This is an optimization exercise on Yosys and OpenROAD, whose aim is small area, a short achievable clock period and few clock cycles, not a production implementation.
Only simulation tests tie the RTL to the original design; equivalence was not proved.
Power is estimated from default activity; no workload was simulated.

==> inputs of run a <==
// pnr_seq
module pnr_seq (
    input  wire        clk,
    input  wire        rst,
    input  wire        cmd_valid,
    output wire        cmd_ready,
    input  wire [31:0] cmd_word,
    input  wire [31:0] cmd_arg0,
    input  wire [31:0] cmd_arg1,
    input  wire [31:0] cmd_arg2,
    input  wire [9:0]  cfg_cell,
    input  wire [11:0] cfg_rs_mask,
    input  wire [15:0] cfg_rs_moff,
    output reg         done,
    output wire [7:0]  err_code,
    output reg  [30:0] prbs_x1,
    output reg  [30:0] prbs_x2,
    output reg  [30:0] prbs_cinit,
    output reg  [31:0] prbs_pos,
    output reg  [31:0] prbs_out,
    output wire [4:0]  map_i,
    output wire [4:0]  map_q,
    output wire [7:0]  map_norm,
    output reg  [30:0] rs_cinit,
    output reg         re_valid,
    output reg  [11:0] re_k,
    output reg  [1:0]  re_bits
);
    localparam [7:0] OP_NOP       = 8'h00;
    localparam [7:0] OP_PRBS_SEED = 8'h10;
    localparam [7:0] OP_PRBS_GEN  = 8'h11;
    localparam [7:0] OP_PRBS_SKIP = 8'h12;
    localparam [7:0] OP_QAM_MAP   = 8'h20;
    localparam [7:0] OP_RS_CINIT  = 8'h30;
    localparam [7:0] OP_RS_GEN    = 8'h31;
    localparam [25:0] NC_STEPS = 26'd25;
    localparam integer EXT = 64 + 31;
    function [EXT-1:0] ext1(input [30:0] x);
  ...
clock: 12.0 ns
lec_check: 0
cap_margin: 20
core_margin: 2
core_utilization: 40
slew_margin: 20
run.sh (not shown) runs the stock make flow with config.mk's settings and CLKGATE_MAP_FILE= SYNTH_SCRIPT=/design/flow/synth_recipe.tcl, a recipe that flattens the netlist after the stock synthesis.
==> run b: changes against run a <==
--- a/flow/design.v
+++ b/flow/design.v
@@ -48,33 +48,36 @@
         begin
             ext2 = {EXT{1'b0}};
             ext2[30:0] = x;
             for (k = 31; k < EXT; k = k + 1)
                 ext2[k] = ext2[k-28] ^ ext2[k-29] ^ ext2[k-30] ^ ext2[k-31];
         end
     endfunction
-    wire [EXT-1:0] e1 = ext1(prbs_x1);
-    wire [EXT-1:0] e2 = ext2(prbs_x2);
-    reg        st_idle, st_dec, st_mul, st_rinit, st_jump, st_emit;
+    reg  [30:0]    wx1, wx2;   
+    wire [EXT-1:0] e1 = ext1(wx1);
+    wire [EXT-1:0] e2 = ext2(wx2);
+    reg        st_idle, busy, st_dec, st_mul, st_rinit, st_jump, st_emit;
     reg        err_rng, err_ill, err_any;
     reg [3:1]  norm_t;         
     reg        map_v;          
     reg [4:1]  map_ih, map_qh;
     reg [5:0]  s_lo;           
     reg        d_nop, d_seed, d_gen, d_skip, d_qam, d_rsc, d_rsg;
-    reg [30:0] sav_x1, sav_x2;
     reg [31:0] rem;            
     reg        nz64, nz16, nz2, nz1;
+    reg        first;          
     reg        f_gs;           
+    reg        f_gen;          
     reg        f_rs;           
     reg        f_cin;          
+    reg        f_seed;         
     reg        f_pb;           
     reg        f_raw;          
+    reg        f_rng;          
     reg [3:0]  mcnt;
-    reg [1:0]  xh;             
     reg [11:0] mask;
     reg        mask_one;       
     reg [11:0] mrem;           
     reg [11:0] cur;            
     reg        rb_end;         
     reg [9:0]  kb;             
     reg [8:0]  rb_left;
@@ -91,22 +94,23 @@
     wire       i_rs  = i_zhi & (i_lo[5:2] == 4'd0) & (i_lo[1:0] != 2'd3);
     wire [2:0] ord   = s_lo[2:0];
     wire [1:0] sel   = s_lo[1:0];
     wire       legal = d_nop | d_seed | d_gen | d_skip | d_qam | d_rsc | d_rsg;
     wire [9:0] rb_sum   = {1'b0, rem[8:0]} + {1'b0, rem[24:16]};
     wire       rng_err  = (rb_sum > 10'd273);
     wire       rem_zero = (rem == 32'd0);
-    wire [15:0] s_moff = {re_k, mcnt};
-    wire [9:0]  r_cell = sav_x2[9:0];
-    wire [7:0]  r_slot = sav_x2[17:10];
-    wire [3:0]  r_symb = sav_x2[21:18];
-    wire [5:0]  r_ssb  = sav_x2[27:22];
-    wire        r_hf   = sav_x2[28];
-    wire rs_go   = d_rsc | (d_rsg & ~rng_err);
-    wire dec_fin = d_nop | d_qam | ~legal | (d_skip & rem_zero) | (d_rsc & sel[1]) | (d_rsg & rng_err);
+    wire [15:0] s_moff = {cur, mcnt};
+    wire [9:0]  r_cell = wx2[9:0];
+    wire [7:0]  r_slot = wx2[17:10];
+    wire [3:0]  r_symb = wx2[21:18];
+    wire [5:0]  r_ssb  = wx2[27:22];
+    wire        r_hf   = wx2[28];
+    wire dec_fin  = d_nop | d_qam | ~legal | (d_skip & rem_zero);
+    wire dec_jump = d_gen | (d_skip & ~rem_zero);
+    wire dec_rs   = d_rsc | d_rsg;
     function [3:0] qam_t(input [2:0] o, input x2, input x4, input x6);
         case (o)
             3'd2:    qam_t = {3'b000, x2};
             3'd3:    qam_t = {2'b00, x2, ~(x2 ^ x4)};
             3'd4:    qam_t = {1'b0, x2, ~(x4 ^ x2), ~(x4 ^ x6) ^ ~x2};
             default: qam_t = 4'd0;
         endcase
@@ -140,36 +144,39 @@
             gmask[gj] = s_lo[5] | (gj < s_lo[4:0]);
     end
     wire [11:0] op_a   = 12'd14 * r_slot + r_symb + 12'd1;
     wire [6:0]  i_ssb  = (r_ssb <= 6'd3) ? ({1'b0, r_ssb} + {4'd0, r_hf, 2'b00})
                                          : ({1'b0, r_ssb} + {3'd0, r_hf, 3'b000});
     wire [6:0]  i_p1   = i_ssb + 7'd1;
     wire [8:0]  c4p1   = {1'b0, r_cell[9:2]} + 9'd1;
-    wire [13:0] mx     = {xh, re_k};
-    wire [19:0] acc_n  = {rs_cinit[18:0], 1'b0} + (rs_cinit[30] ? {6'd0, mx} : 20'd0);
-    wire [30:0] c_form = f_raw ? rs_cinit
-                       : f_pb  ? {5'd0, rs_cinit[19:0], 4'd0, mrem[1:0]}
-                               : {rs_cinit[13:0], 6'd0, mrem[9:0], 1'b0};
+    wire [13:0] m_x    = sel[0] ? {c4p1, 5'b00001} : {2'b00, op_a};
+    wire [10:0] m_y    = sel[0] ? {i_p1, 4'd0} : {r_cell, 1'b1};
+    wire [19:0] acc_n  = {wx2[18:0], 1'b0} + (wx1[30] ? {6'd0, wx1[13:0]} : 20'd0);
+    wire [30:0] c_form = f_raw ? wx1
+                       : f_pb  ? {5'd0, wx2[19:0], 4'd0, mrem[1:0]}
+                               : {wx2[13:0], 6'd0, mrem[9:0], 1'b0};
     wire        mul_last = (mcnt == 4'd1);
     wire [3:0] ep = {cur[8] | cur[9] | cur[10] | cur[11],
                      cur[4] | cur[5] | cur[6] | cur[7],
                      cur[2] | cur[3] | cur[6] | cur[7] | cur[10] | cur[11],
                      cur[1] | cur[3] | cur[5] | cur[7] | cur[9] | cur[11]};
     wire [11:0] mnext   = mrem & ~cur;
     wire [11:0] mnext2  = mnext & (mnext - 12'd1);
     wire [11:0] mlow    = mnext & (~mnext + 12'd1);
     wire [11:0] masklow = mask & (~mask + 12'd1);
     wire [11:0] mask_m1 = mask & (mask - 12'd1);
     wire        e_last  = rb_end & rb_one;
-    wire        rinit_fin = f_cin | (mask == 12'd0) | (rb_left == 9'd0);
+    wire        no_res  = (mask == 12'd0) | (rb_left == 9'd0);
+    wire        rinit_fin = f_rng | f_cin | (f_rs & no_res);
     wire fin = (st_dec & dec_fin) | (st_rinit & rinit_fin) | (st_jump & jlast & ~f_rs)
              | (st_emit & e_last);
     always @(posedge clk) begin
         if (rst) begin
             st_idle    <= 1'b1;
+            busy       <= 1'b0;
             st_dec     <= 1'b0;
             st_mul     <= 1'b0;
             st_rinit   <= 1'b0;
             st_jump    <= 1'b0;
             st_emit    <= 1'b0;
             done       <= 1'b0;
             err_rng    <= 1'b0;
@@ -186,96 +193,94 @@
             norm_t     <= 3'd0;
             rs_cinit   <= 31'd0;
             re_valid   <= 1'b0;
         end else begin
             done     <= fin;
             re_valid <= st_emit;
             st_idle  <= (st_idle & ~cmd_valid) | fin;
+            busy     <= (busy | cmd_valid) & ~fin;
             st_dec   <= st_idle & cmd_valid;
-            st_mul   <= (st_dec & rs_go & ~sel[1]) | (st_mul & ~mul_last);
-            st_rinit <= (st_dec & d_rsg & ~rng_err & sel[1]) | (st_mul & mul_last);
-            st_jump  <= (st_dec & (d_seed | d_gen | (d_skip & ~rem_zero)))
-                      | (st_rinit & ~rinit_fin) | (st_jump & ~jlast);
+            st_mul   <= (st_dec & dec_rs & ~sel[1]) | (st_mul & ~mul_last);
+            st_rinit <= (st_dec & (d_seed | (dec_rs & sel[1]))) | (st_mul & mul_last);
+            st_jump  <= (st_dec & dec_jump) | (st_rinit & ~rinit_fin) | (st_jump & ~jlast);
             st_emit  <= (st_jump & jlast & f_rs) | (st_emit & ~e_last);
             if (st_dec) begin
-                err_rng <= d_rsg & rng_err;
+                err_rng <= 1'b0;
                 err_ill <= ~legal;
-                err_any <= ~legal | (d_rsg & rng_err);
+                err_any <= ~legal;
                 if (d_seed) begin
                     prbs_cinit <= rem[30:0];
                     prbs_pos   <= 32'd0;
                     prbs_out   <= 32'd0;
-                    prbs_x1    <= 31'd1;
-                    prbs_x2    <= rem[30:0];
                 end
-                if (d_gen)
-                    prbs_out <= cbits & gmask;
                 if (d_qam) begin
                     map_ih <= qt_i ^ {4{qs_i}};
                     map_qh <= qt_q ^ {4{qs_q}};
                     map_v  <= 1'b1;
                     norm_t <= qn_t;
                 end
-                if (rs_go)
-                    rs_cinit <= sel[1] ? sav_x1
-                                       : {(sel[0] ? {i_p1, 4'd0} : {r_cell, 1'b1}), 20'd0};
             end
-            if (st_mul)
-                rs_cinit <= {rs_cinit[29:20], 1'b0, acc_n};
             if (st_rinit) begin
-                rs_cinit <= c_form;
-                if (~rinit_fin) begin
-                    prbs_x1 <= 31'd1;
-                    prbs_x2 <= c_form;
+                if (f_rng) begin
+                    err_rng <= 1'b1;
+                    err_any <= 1'b1;
+                end else if (~f_seed) begin
+                    rs_cinit <= c_form;
                 end
             end
             if (st_jump) begin
-                prbs_x1 <= nx1;
-                prbs_x2 <= nx2;
                 if (f_gs)
                     prbs_pos <= prbs_pos + {25'd0, j64, 1'b0, j16, 2'b00, j2, j1};
-            end
-            if (st_emit) begin
-                if (e_last) begin
-                    prbs_x1 <= sav_x1;
-                    prbs_x2 <= sav_x2;
-                end else begin
+                if (first & f_gen)
+                    prbs_out <= cbits & gmask;
+                if (jlast & ~f_rs) begin
                     prbs_x1 <= nx1;
                     prbs_x2 <= nx2;
                 end
             end
         end
     end
     always @(posedge clk) begin
-        if (st_idle) begin
+        if (~busy) begin
             s_lo   <= i_lo;
             d_nop  <= (i_op == OP_NOP)       & i_z24;
             d_seed <= (i_op == OP_PRBS_SEED) & i_z24;
             d_gen  <= (i_op == OP_PRBS_GEN)  & i_zhi & (i_lo != 6'd0) & (~i_lo[5] | (i_lo[4:0] == 5'd0));
             d_skip <= (i_op == OP_PRBS_SKIP) & i_z24;
             d_qam  <= (i_op == OP_QAM_MAP)   & i_zhi & (i_lo[5:3] == 3'd0) & (~i_lo[2] | (i_lo[1:0] == 2'd0));
             d_rsc  <= (i_op == OP_RS_CINIT)  & i_rs;
             d_rsg  <= (i_op == OP_RS_GEN)    & i_rs;
             rem    <= cmd_arg0;
-            sav_x1 <= cmd_arg2[30:0];
-            sav_x2 <= {2'b00, cmd_arg1[18:12], cmd_arg1[11:8], cmd_arg1[7:0], cfg_cell};
+            wx1    <= cmd_arg2[30:0];
+            wx2    <= {2'b00, cmd_arg1[18:12], cmd_arg1[11:8], cmd_arg1[7:0], cfg_cell};
             mask   <= cfg_rs_mask;
-            re_k   <= cfg_rs_moff[15:4];
+            cur    <= cfg_rs_moff[15:4];
             mcnt   <= cfg_rs_moff[3:0];
         end
         if (st_dec) begin
-            sav_x1  <= prbs_x1;
-            sav_x2  <= prbs_x2;
-            f_gs    <= d_gen | d_skip;
+            f_gs    <= dec_jump;
+            f_gen   <= d_gen;
             f_rs    <= d_rsg;
             f_cin   <= d_rsc;
+            f_seed  <= d_seed;
             f_pb    <= sel[0];
-            f_raw   <= sel[1];
+            f_raw   <= d_seed | sel[1];
+            f_rng   <= d_rsg & rng_err;
+            first   <= 1'b1;
             kb      <= {1'b0, rem[8:0]} + {rem[8:0], 1'b0};
             rb_left <= rem[24:16];
+            if (dec_jump) begin
+                wx1 <= prbs_x1;
+                wx2 <= prbs_x2;
+            end else if (d_seed) begin
+                wx1 <= rem[30:0];
+            end else if (dec_rs & ~sel[1]) begin
+                wx1 <= {m_y, 6'd0, m_x};
+                wx2 <= 31'd0;
+            end
             if (d_seed) begin
                 rem  <= {NC_STEPS, 6'd0};
                 nz64 <= 1'b1;
                 nz16 <= 1'b0;
                 nz2  <= 1'b0;
                 nz1  <= 1'b0;
             end else if (d_gen) begin
@@ -292,29 +297,35 @@
             end else begin
                 rem  <= {{15'd0, s_moff[15:5]} + NC_STEPS, s_moff[4:3], s_moff[2:0], 1'b0};
                 nz64 <= 1'b1;
                 nz16 <= (s_moff[4:3] != 2'd0);
                 nz2  <= (s_moff[2:0] != 3'd0);
                 nz1  <= 1'b0;
             end
-            re_k <= sel[0] ? {c4p1[6:0], 5'b00001} : op_a;
-            xh   <= sel[0] ? c4p1[8:7] : 2'b00;
             mrem <= {2'd0, r_cell};
             mcnt <= sel[0] ? 4'd7 : 4'd11;
         end
-        if (st_mul)
-            mcnt <= mcnt - 4'd1;
+        if (st_mul) begin
+            mcnt      <= mcnt - 4'd1;
+            wx1[30:20] <= {wx1[29:20], 1'b0};
+            wx2[19:0] <= acc_n;
+        end
         if (st_rinit) begin
             mrem     <= mask;
             cur      <= masklow;
             rb_end   <= (mask_m1 == 12'd0);
             mask_one <= (mask_m1 == 12'd0);
             rb_one   <= (rb_left == 9'd1);
+            wx1      <= 31'd1;
+            wx2      <= c_form;
         end
         if (st_jump) begin
+            wx1   <= nx1;
+            wx2   <= nx2;
+            first <= 1'b0;
             if (nz64) begin
                 rem[31:6] <= rem[31:6] - 26'd1;
                 nz64      <= ~hi_one;
             end else if (nz16) begin
                 rem[5:4] <= rem[5:4] - 2'd1;
                 nz16     <= ~mid_one;
             end else if (nz2) begin
@@ -322,14 +333,16 @@
                 nz2      <= ~lo_one;
             end else begin
                 rem[0] <= 1'b0;
                 nz1    <= 1'b0;
             end
         end
         if (st_emit) begin
+            wx1     <= nx1;
+            wx2     <= nx2;
             re_k    <= {kb + {8'd0, ep[3:2]}, ep[1:0]};
             re_bits <= {e1[1] ^ e2[1], e1[0] ^ e2[0]};
             if (rb_end) begin
                 mrem    <= mask;
                 cur     <= masklow;
                 rb_end  <= mask_one;
                 kb      <= kb + 10'd3;
==> qor.txt <==
Avg WL per Cell = 28.26 um
DRT Pass-1 Iters = 10
Worst Path Arrival = 2.30 ns
vias in the first global route = 25.72k
slowest stage delay, CP = 0.99 ns
Clock power frac = 33.6%
worst vdd ir = 99.25 uV
Compound-Gate Fraction of Synth Area = 22.21%
Post-synth EDFFs = 138
Hold Path Origin = prbs_cinit[30]$_SDFFE_PP0P_
largest net degree at the start of global routing = 109
outcome = finished clean
clk_skew = 0.01495 ns
CLK BUF = 61
combinational share of power = 28.2%
register area = 9498 um^2
WL final = 123,200 um
count of multi-input gates = 2,504
Source of the figures above: run a

==> qor.txt <==
outcome = finished clean
Worst Path Arrival = 1.84 ns
vias in the first global route = 26.01k
CP Max Fanout = 3
Avg WL per Cell = 26.90 um
Clock power frac = 24.2%
WL final = 125,600 um
pwr dens = 197.5 nW/um^2
combinational share of power = 46.6%
Pins Over Slew Limit = 0
Post-synth EDFFs = 77
Hold Path Origin = rs_cinit[30]$_SDFFE_PP0P_
Compound-Gate Fraction of Synth Area = 23.40%
CLK BUF = 67
count of multi-input gates = 2,709
largest net degree at the start of global routing = 86
total number of vias = 28.55k
clk_skew = 0.04639 ns
gr ovfl total = 0
total chip power = 6.717 mW
Source of the figures above: run b

Testbench counts of run a, summed over its fixed seeds: cycles 50,581.
Testbench counts of run b, summed over its fixed seeds: cycles 50,633.

static timing again, ports no longer ideal:
How much do the figures lean on ideal ports? The routed layouts below were timed once more, with nothing changed but the port constraints.
Step 1, drivers: a clkbuf_16 drives clk and a buf_2 each remaining input, both assumed.
Step 2, shift: input delay + t, output delay - t, t = (earliest + latest rising clock arrival at the registers) / 2. This alone moves slack from input paths to output paths.
Slacks: no drivers / after step 1 / after step 2; pairs: no drivers / after step 1.
run | t, ns | setup WS [ns] | slew at the worst register clock pin (ns) | pins driven straight from the clock port
run a | 0.673 | 7.303 / 7.236 / 6.947 | 0.07 / 0.07 | 1
run b | 0.699 | 7.757 / 7.696 / 7.110 | 0.07 / 0.07 | 1
After both steps setup and hold are still met in every run listed. The setup slack of run b, which loses most, moves by -0.061 ns with the drivers and by -0.647 ns with both steps.
